Source: an optimization exercise on an open RTL-to-GDS flow (aim: small area, a short achievable clock period and few clock cycles per item). Production flows keep margins and buffers that such runs may drop. Function was checked by simulation only, so behaviour that the tests miss may differ from the original. Power figures rest on the tool's default switching activity, not on a simulated workload.

==> flow/design.v (excerpt) <==
module crc_engine (
    input  wire        clk,
    input  wire        rst,
    input  wire        cmd_valid,
    output wire        cmd_ready,
    input  wire [7:0]  cmd_op,
    input  wire [31:0] cmd_acc,
    input  wire [15:0] cmd_len,
    input  wire        data_valid,
    output wire        data_ready,
    input  wire [31:0] data,
    output wire        rsp_valid,
    input  wire        rsp_ready,
    output wire [3:0]  rsp_status,
    output wire [31:0] rsp_value
);
    reg         idle;      
    reg         busy;      
    reg         dr;        
    reg         rv;        
    reg         inv;       
    reg         is16;      
    reg         fin;       
    reg         nodata;    
    reg         first;     
    reg         pend;      
    reg  [1:0]  km;        
    reg  [1:0]  xm;        
    reg  [13:0] cnt;       
    reg  [1:0]  kl;        
    reg         lastw;     
    reg  [1:0]  j;         
    reg  [1:0]  zc;        
    reg  [31:0] y;
    wire rsp_take = rv & rsp_ready;
    assign cmd_ready  = idle | rsp_take;
    assign data_ready = dr;
    assign rsp_valid  = rv;
    assign rsp_status = {4{inv}};
    assign rsp_value  = y;
    wire take_cmd = cmd_ready & cmd_valid;
    wire op_a = (cmd_op == 8'h40);
    wire op_f = (cmd_op == 8'h41);
    wire op_c = (cmd_op == 8'h42);
    wire op_h = (cmd_op == 8'h48);
    wire op_g = (cmd_op == 8'h49);
    wire len0 = (cmd_len == 16'd0);
    wire op_data = op_a | op_c | op_h | op_g;
    wire [31:0] r32, rz;
    wire [15:0] r16;
    wire [31:0] u_w_z;
    crc32c_word u_w (.x(y[31:0]), .z(u_w_z));
  ...
clock: 5.0 ns
lec_check: 0
cap_margin: 20
core_margin: 2
core_utilization: 55
cts_buf_list: sky130_fd_sc_hd__clkbuf_4 sky130_fd_sc_hd__clkbuf_8
place_density: 0.7
setup_slack_margin: 2.6
slew_margin: 20
synth_hierarchical: 1
synth_memory_max_bits: 16384
standard.sh (not shown) runs the stock make flow with config.mk's settings and CLKGATE_MAP_FILE= SYNTH_SCRIPT=/design/flow/synth_recipe.tcl, a recipe that flattens the netlist after the stock synthesis.
==> flow/flow/run.sh <==
#!/bin/bash
# The standard layout, with plain buffers on the ports: buffer_ports picks a
# clock delay cell by default, which is larger and slower than buf_1.
set -euo pipefail
bash standard.sh synth > synth.log 2>&1
export BUFFER_PORTS_ARGS="-buffer_cell sky130_fd_sc_hd__buf_1"
bash standard.sh > layout.log 2>&1
Testbench counts at the start, summed over its fixed seeds: cycles 106,086, bytes 379,321.
Then changed:
Settings changed: CORE_UTILIZATION 55 to 40, PLACE_DENSITY 0.7 to unset, SETUP_SLACK_MARGIN 2.6 to 2.3.
The new run finished with timing, DRC and antenna clean.
Global-route usage decreases by 10 points.
Clock-buffer cell count decreases by 1.
Worst hold slack got worse by 0.018 ns.
Combinational power decreases by 15%.
Sequential cell count stays the same.
Power decreases by 12%.
Wire length decreases by 4.5%.
Then changed:
Settings changed: SETUP_SLACK_MARGIN 2.3 to 2.6.
Outcome: The changed run went through all stages and came out clean. Count of clock-buffer cells in the layout falls by 1. Cell count went up by 2.0%. Global-route usage came out higher by 0.75 points. Routed wire length rose by 4.7%. Clock skew came out higher by 0.012 ns.

---

Setup of run 1:
crc_engine, a different RTL version from the one above (not shown whole).
Size: ~67 flip-flops, about 130 I/O pins.
Settings: LEC_CHECK=0, CAP_MARGIN=20, CORE_MARGIN=2, CORE_UTILIZATION=60, CTS_BUF_LIST=sky130_fd_sc_hd__clkbuf_4 sky130_fd_sc_hd__clkbuf_8, SETUP_SLACK_MARGIN=2.5, SLEW_MARGIN=20, SYNTH_HIERARCHICAL=1, SYNTH_MEMORY_MAX_BITS=16384; clock period 5.0 ns.
Scripts as last shown in full above: flow/flow/run.sh
Testbench counts of run 1, summed over its fixed seeds: cycles 107,278, bytes 379,321.
Input changes introduced in run 2 (baseline for comparison: run 1):
==> flow/run.sh (new file) <==
#!/bin/bash
# synth_recipe.tcl (not shown) runs the flow's synth.tcl, then flattens the netlist and writes it again
# the make line also repeats each setting of config.mk as NAME=value (left out here)
make -C /OpenROAD-flow-scripts/flow DESIGN_CONFIG=/design/flow/config.mk WORK_HOME=/design/flow/orfs CLKGATE_MAP_FILE= SYNTH_SCRIPT=/design/flow/synth_recipe.tcl finish
-- flow/config.mk --
<<< run 1, line 9
export CORE_MARGIN = 2
export CORE_UTILIZATION = 60
export CTS_BUF_LIST = sky130_fd_sc_hd__clkbuf_4 sky130_fd_sc_hd__clkbuf_8
export SETUP_SLACK_MARGIN = 2.5
export SLEW_MARGIN = 20
>>> run 2, line 9
export CORE_MARGIN = 2
export CORE_UTILIZATION = 40
export SLEW_MARGIN = 20
removed: flow/flow/run.sh
removed: flow/standard.sh
Results
Between run 1 and run 2, the global-route wire length before repair does not differ in any meaningful way. Run 1 consumes more power than run 2. Higher total power divided by cell area goes to run 1 over run 2. Instance count after placement with tap cells included for run 2 is higher than for run 1. Compared with run 1, run 2 ends up with more cell area. Row global-route usage: run 2 lower / run 1 higher.
Modified inputs, run 3 compared to run 2
==> flow/flow/run.sh (new file) <==
#!/bin/bash
# The standard layout, with plain buffers on the ports: buffer_ports picks a
# clock delay cell by default, which is larger and slower than buf_1.
set -euo pipefail
bash standard.sh synth > synth.log 2>&1
export BUFFER_PORTS_ARGS="-buffer_cell sky130_fd_sc_hd__buf_1"
bash standard.sh > layout.log 2>&1
==> flow/standard.sh (new file) <==
#!/bin/bash
# synth_recipe.tcl (not shown) runs the flow's synth.tcl, then flattens the netlist and writes it again
# the make line also repeats each setting of config.mk as NAME=value (left out here)
make -C /OpenROAD-flow-scripts/flow DESIGN_CONFIG=/design/flow/config.mk WORK_HOME=/design/flow/orfs CLKGATE_MAP_FILE= SYNTH_SCRIPT=/design/flow/synth_recipe.tcl "${@:-finish}"
-- flow/config.mk --
<<< run 2, line 10
export CORE_UTILIZATION = 40
export SLEW_MARGIN = 20
>>> run 3, line 10
export CORE_UTILIZATION = 40
export CTS_BUF_LIST = sky130_fd_sc_hd__clkbuf_4 sky130_fd_sc_hd__clkbuf_8
export SETUP_SLACK_MARGIN = 2.75
export SLEW_MARGIN = 20
removed: flow/run.sh
Results
Run 3 ended with every stage complete and zero timing, DRC or antenna violations. The met1 global-route usage of run 3 exceeds that of run 2 by 0.20 points. [run 3] post-placement setup slack rose 210 ps relative to run 2. Across both runs, fraction of area in multi-input gates was higher for run 3 than for run 2. Switching power of the nets was lower in run 2 than in run 3. For run 2, the end point of the critical path was y[3]$_DFF_P_, unlike run 3, where it was y[6]$_DFF_P_. Relative to run 2, the total power measured on run 3 has increased by more than a quarter. From run 2 to run 3 the numbers moved as follows: utilization saw an increase; smallest setup slack after layout saw an increase; instance count of the mapped netlist saw little to no change; count of vias placed by the detailed router saw an increase. Run 3 ended up with a higher final instance area than run 2 did.
For run 4, these inputs were changed with respect to run 3:
-- flow/config.mk --
<<< run 3, line 10
export CORE_UTILIZATION = 40
export CTS_BUF_LIST = sky130_fd_sc_hd__clkbuf_4 sky130_fd_sc_hd__clkbuf_8
export SETUP_SLACK_MARGIN = 2.75
export SLEW_MARGIN = 20
>>> run 4, line 10
export CORE_UTILIZATION = 40
export SETUP_SLACK_MARGIN = 3.0
export SLEW_MARGIN = 20
Notes after the runs:
Run 3: PASS, flow complete, no timing, DRC or antenna violations
Run 4 closes out successfully: all stages finished, all timing, DRC and antenna checks passed.
Between run 4 and run 3, setup slack is lower for run 4, run 3 comes in above that.
What run 4 reported for worst supply voltage drop on vdd has to be multiplied by 0.74 to get the figure for run 3.
Compared run 4 vs run 3, and routing usage on met1 is up in run 4.
Power consumption grows by more than a quarter when moving from run 3 to run 4.
The lower met1 wire length came out of run 3.
In run 4, the met2 track utilization from global routing came out 11 points above the value in run 3.
The lower number of filler instances in the final layout of run 4 and run 3 is in run 4.
Looking only at initial antenna violation count, and setting everything else aside, the higher value of run 4 and run 3 goes to run 4.
The worst hold slack across all endpoints of run 4 was inferior to that of run 3.

---

Another version of the RTL of crc_engine (not shown whole).
For scale: about 740 cells after synthesis, ~130 I/O pins, about 6900 sq um of cells after synthesis.
export LEC_CHECK = 0
export CAP_MARGIN = 20
export CORE_MARGIN = 2
export CORE_UTILIZATION = 40
export CTS_BUF_LIST = sky130_fd_sc_hd__clkbuf_4 sky130_fd_sc_hd__clkbuf_8
export SETUP_SLACK_MARGIN = 2.3
export SLEW_MARGIN = 20
export SYNTH_HIERARCHICAL = 1
export SYNTH_MEMORY_MAX_BITS = 16384
create_clock -name core_clock -period 5.0 [get_ports {clk}]
==> flow/flow/run.sh <==
#!/bin/bash
# The standard layout, with plain buffers on the ports: buffer_ports picks a
# clock delay cell by default, which is larger and slower than buf_1.
set -euo pipefail
bash standard.sh synth > synth.log 2>&1
export BUFFER_PORTS_ARGS="-buffer_cell sky130_fd_sc_hd__buf_1"
bash standard.sh > layout.log 2>&1
Testbench counts at the start, summed over its fixed seeds: cycles 106,086, bytes 379,321.
==> next run, changes <==
SETUP_SLACK_MARGIN = 2.5   (was 2.3)
The changed run produced a clean layout.
Sequential power went down by 2.8%.
Die area is unchanged.
Power climbs by 12%.
Sequential cell count is unchanged.
Combinational power went up by 17%.
Via count climbs by 8.2%.
Cell area goes up by 10%.

---

Another version of the RTL of crc_engine (not shown whole).
Size: ~760 cells after synthesis, ~62 flip-flops, about 130 I/O pins.
// crc_engine
module crc_engine (
    input  wire        clk,
    input  wire        rst,
    input  wire        cmd_valid,
    output wire        cmd_ready,
    input  wire [7:0]  cmd_op,
    input  wire [31:0] cmd_acc,
    input  wire [15:0] cmd_len,
    input  wire        data_valid,
    output wire        data_ready,
    input  wire [31:0] data,
    output wire        rsp_valid,
    input  wire        rsp_ready,
    output wire [3:0]  rsp_status,
    output wire [31:0] rsp_value
);
Settings: LEC_CHECK=0, CAP_MARGIN=20, CORE_MARGIN=2, CORE_UTILIZATION=40, CTS_BUF_LIST=sky130_fd_sc_hd__clkbuf_4 sky130_fd_sc_hd__clkbuf_8, SETUP_SLACK_MARGIN=2.45, SLEW_MARGIN=20, SYNTH_HIERARCHICAL=1, SYNTH_MEMORY_MAX_BITS=16384; clock period 5.0 ns.
Scripts as last shown in full above: flow/flow/run.sh
The baseline completed with no timing, DRC or antenna violations.
Testbench counts at the start, summed over its fixed seeds: cycles 106,086, bytes 379,321.
Edit:
CAP_MARGIN = 10   (was 20)
SLEW_MARGIN = 10   (was 20)
The new run completed without violations.
Clock skew stays flat.
Power hardly moves.
Maximum frequency rises by 0.51%.
Worst setup slack improved by 0.013 ns.
Via count hardly moves.

---

Setup of build 89:
RTL: one of the versions met above, not the one the previous note started from.
For scale: ~760 cells after synthesis, ~67 flip-flops, roughly 130 I/O pins.
export LEC_CHECK = 0
export CAP_MARGIN = 20
export CORE_MARGIN = 2
export CORE_UTILIZATION = 40
export SETUP_SLACK_MARGIN = 2.5
export SLEW_MARGIN = 20
export SYNTH_HIERARCHICAL = 1
export SYNTH_MEMORY_MAX_BITS = 16384
create_clock -name core_clock -period 5.0 [get_ports {clk}]
Scripts as last shown in full above: flow/flow/run.sh
Build 89 reached the end of the flow, and the finished layout is clean on the timing, design-rule and antenna checks.
Testbench counts of build 89, summed over its fixed seeds: cycles 107,278, bytes 379,321.
Input changes introduced in build 6 (baseline for comparison: build 89):
==> flow/run.sh (new file) <==
#!/bin/bash
# synth_recipe.tcl (not shown) runs the flow's synth.tcl, then flattens the netlist and writes it again
# the make line also repeats each setting of config.mk as NAME=value (left out here)
make -C /OpenROAD-flow-scripts/flow DESIGN_CONFIG=/design/flow/config.mk WORK_HOME=/design/flow/orfs CLKGATE_MAP_FILE= SYNTH_SCRIPT=/design/flow/synth_recipe.tcl finish
removed: flow/flow/run.sh
removed: flow/standard.sh
On number of optimization iterations in the first detailed-route pass: between build 6 and build 89, it ends up higher for build 89.
Build 6 ends up with a minimum hold slack that is 4.2 ps higher than in build 89.
Build 89 vs build 6, critical path endpoint: y[16]$_DFF_P_ vs rsp_value[19]
Looking only at number of cells on the critical path, and setting everything else aside, the higher value of build 6 and build 89 goes to build 89.
From build 89 to build 6 the numbers moved as follows: clock network latency to the later pin of the worst-skew pair was more or less identical, clock power was more or less identical, design area went up by 1000 sq um, overall power after layout went up by about 1.2%.
Compared with build 89, in build 6 final worst-path cycle share shrank by 1.4 points, utilization grew by 5.9 points, worst setup margin grew by 69 ps.
Changes in build 70 relative to build 6:
==> flow/flow/run.sh (new file) <==
#!/bin/bash
# The standard layout, with plain buffers on the ports: buffer_ports picks a
# clock delay cell by default, which is larger and slower than buf_1.
set -euo pipefail
bash standard.sh synth > synth.log 2>&1
export BUFFER_PORTS_ARGS="-buffer_cell sky130_fd_sc_hd__buf_1"
bash standard.sh > layout.log 2>&1
==> flow/standard.sh (new file) <==
#!/bin/bash
# synth_recipe.tcl (not shown) runs the flow's synth.tcl, then flattens the netlist and writes it again
# the make line also repeats each setting of config.mk as NAME=value (left out here)
make -C /OpenROAD-flow-scripts/flow DESIGN_CONFIG=/design/flow/config.mk WORK_HOME=/design/flow/orfs CLKGATE_MAP_FILE= SYNTH_SCRIPT=/design/flow/synth_recipe.tcl "${@:-finish}"
-- flow/config.mk --
<<< build 6, line 9
export CORE_MARGIN = 2
export CORE_UTILIZATION = 40
export SETUP_SLACK_MARGIN = 2.5
export SLEW_MARGIN = 20
export SYNTH_HIERARCHICAL = 1
>>> build 70, line 9
export CORE_MARGIN = 2
export CORE_UTILIZATION = 40
export SETUP_SLACK_MARGIN = 3.5
export SLEW_MARGIN = 20
export SYNTH_HIERARCHICAL = 1
removed: flow/run.sh
### Flow results
Utilization ended up 19 points higher on build 70 than on build 6. Comparing the two runs side by side, build 70 comes out behind build 6 on maximum frequency. Compared with build 6, build 70 shows a fraction of area in registers that is 3.9 points lower. A highest-delay cell along the critical path of sky130_fd_sc_hd__clkdlybuf4s50_1 is what build 6 shows, while sky130_fd_sc_hd__xor2_2 belongs to build 70. The switching power in build 6 is 0.62 times that in build 70. Measured against each other, build 70 and build 6 differ in worst-case headroom to the max-slew limit, the higher figure coming from build 6. Diff build 6 -> build 70: sum of routed wire length over all layers up about 50%; global routing usage on met3 up 1.9 points; number of detailed-routing iterations run before antenna repair up 4; area added between synthesis and finish up 47 points.
Relative to build 70, the following input files were edited for build 18:
-- flow/config.mk --
<<< build 70, line 9
export CORE_MARGIN = 2
export CORE_UTILIZATION = 40
export SETUP_SLACK_MARGIN = 3.5
export SLEW_MARGIN = 20
export SYNTH_HIERARCHICAL = 1
>>> build 18, line 9
export CORE_MARGIN = 2
export CORE_UTILIZATION = 40
export CTS_BUF_LIST = sky130_fd_sc_hd__clkbuf_4 sky130_fd_sc_hd__clkbuf_8
export SETUP_SLACK_MARGIN = 2.0
export SLEW_MARGIN = 20
export SYNTH_HIERARCHICAL = 1
## What came out
Build 18 vs build 70 on internal power component: build 18 is the lower one.
The higher worst-case headroom to the max-slew limit came out of build 18.
The highest-delay cell along the critical path comes out sky130_fd_sc_hd__xor2_1 in one run and sky130_fd_sc_hd__xor2_2 in the other, namely in build 18 and build 70 respectively.
Sequential share of layout area (higher): build 18
Maximum frequency delta (build 18 − build 70): unfavourable
Going from build 70 to build 18, the portion of total power attributed to the clock network was found to have gone up by 3.4 points.
met1 global-route usage sits lower in build 18 than in build 70.

---

run D:
RTL: one of the versions met above, not the one the previous note started from.
For scale: about 62 flip-flops, roughly 130 I/O pins, roughly 6800 um2 of cells after synthesis.
==> flow/config.mk <==
export PLATFORM = sky130hd
export DESIGN_NAME = crc_engine
export DESIGN_NICKNAME = crc_engine
export VERILOG_FILES = /design/flow/design.v
export SDC_FILE = /design/flow/constraint.sdc
export NUM_CORES = 4
export LEC_CHECK = 0
export CAP_MARGIN = 20
export CORE_MARGIN = 2
export CORE_UTILIZATION = 40
export CTS_BUF_LIST = sky130_fd_sc_hd__clkbuf_4 sky130_fd_sc_hd__clkbuf_8
export SETUP_SLACK_MARGIN = 2.35
export SLEW_MARGIN = 20
export SYNTH_HIERARCHICAL = 1
export SYNTH_MEMORY_MAX_BITS = 16384
==> flow/constraint.sdc <==
create_clock -name core_clock -period 5.0 [get_ports {clk}]
set_input_delay 1.0000 -clock core_clock [delete_from_list [all_inputs] [get_ports {clk}]]
set_output_delay 1.0000 -clock core_clock [all_outputs]
set_load 0.01 [all_outputs]
==> flow/flow/run.sh <==
#!/bin/bash
# The standard layout, with plain buffers on the ports: buffer_ports picks a
# clock delay cell by default, which is larger and slower than buf_1.
set -euo pipefail
bash standard.sh synth > synth.log 2>&1
export BUFFER_PORTS_ARGS="-buffer_cell sky130_fd_sc_hd__buf_1"
bash standard.sh > layout.log 2>&1
Testbench counts of run D, summed over its fixed seeds: cycles 106,086, bytes 379,321.
Edits applied to the flow inputs when going from run D to run C:
- swapping 2.35 for 2.55 in SETUP_SLACK_MARGIN
--- outcome ---
From run D to run C the numbers moved as follows: share of cell area taken by muxes after synthesis comparable; total setup buffers inserted after CTS rose 5. Compared to run D, the router laid down more metal wire for run C. Run C against run D: clock-buffer cell count decreased by 2 relative to the old numbers; end-of-flow core utilization moved up; detail-routed net length per standard cell now larger; clock network contribution to total cell area shows a reduction of 0.41 points. In the flow results for run C and run D, the slack of the critical path is larger on run C. | share of the clock period used by the worst path | lower: run C |.

-- static timing again, ports no longer ideal --
The results above use ideal ports. As a check the final layouts listed here were re-extracted and re-timed, cells and wires unchanged. Step 1 assumes that a clkbuf_16 drives the clock port and a buf_2 every other input. Step 2, shift: input delay + t, output delay - t, t = (earliest + latest rising clock arrival at the registers) / 2. This alone moves slack from input paths to output paths. Slacks: ideal / step 1 / step 2; pairs: ideal / step 1.
run | t (ns) | setup WS [ns] | worst slew at a driven data input, ns
the first run of note 1 | 0.397 | 2.387 / 2.387 / 2.227 | 0.05
the second run of note 1 | 0.407 | 2.241 / 2.241 / 2.060 | 0.06
the third run of note 1 | 0.407 | 2.517 / 2.482 / 2.279 | 0.04
run 1 | 0.395 | 2.331 / 2.331 / 2.278 | 0.05
run 2 | 0.380 | 1.665 / 1.665 / 1.665 | 0.05
run 3 | 0.401 | 2.569 / 2.569 / 2.385 | 0.05
run 4 | 0.373 | 2.193 / 2.193 / 2.193 | 0.05
the first run of note 3 | 0.411 | 2.312 / 2.303 / 2.066 | 0.07
the second run of note 3 | 0.399 | 2.416 / 2.413 / 2.051 | 0.06
the first run of note 4 | 0.395 | 2.431 / 2.431 / 2.246 | 0.05
the second run of note 4 | 0.395 | 2.444 / 2.444 / 2.240 | 0.05
build 89 | 0.384 | 2.400 / 2.400 / 2.283 | 0.05
build 6 | 0.380 | 2.469 / 2.425 / 2.224 | 0.06
build 70 | 0.373 | 2.461 / 2.461 / 2.461 | 0.05
build 18 | 0.398 | 2.015 / 2.015 / 2.015 | 0.05
run D | 0.374 | 2.362 / 2.362 / 2.260 | 0.06
run C | 0.371 | 2.505 / 2.492 / 2.250 | 0.06
After both steps every run listed still meets setup and hold. For the second run of note 3, which loses most, drivers alone change the setup slack by -0.003 ns; drivers and shift together by -0.365 ns.
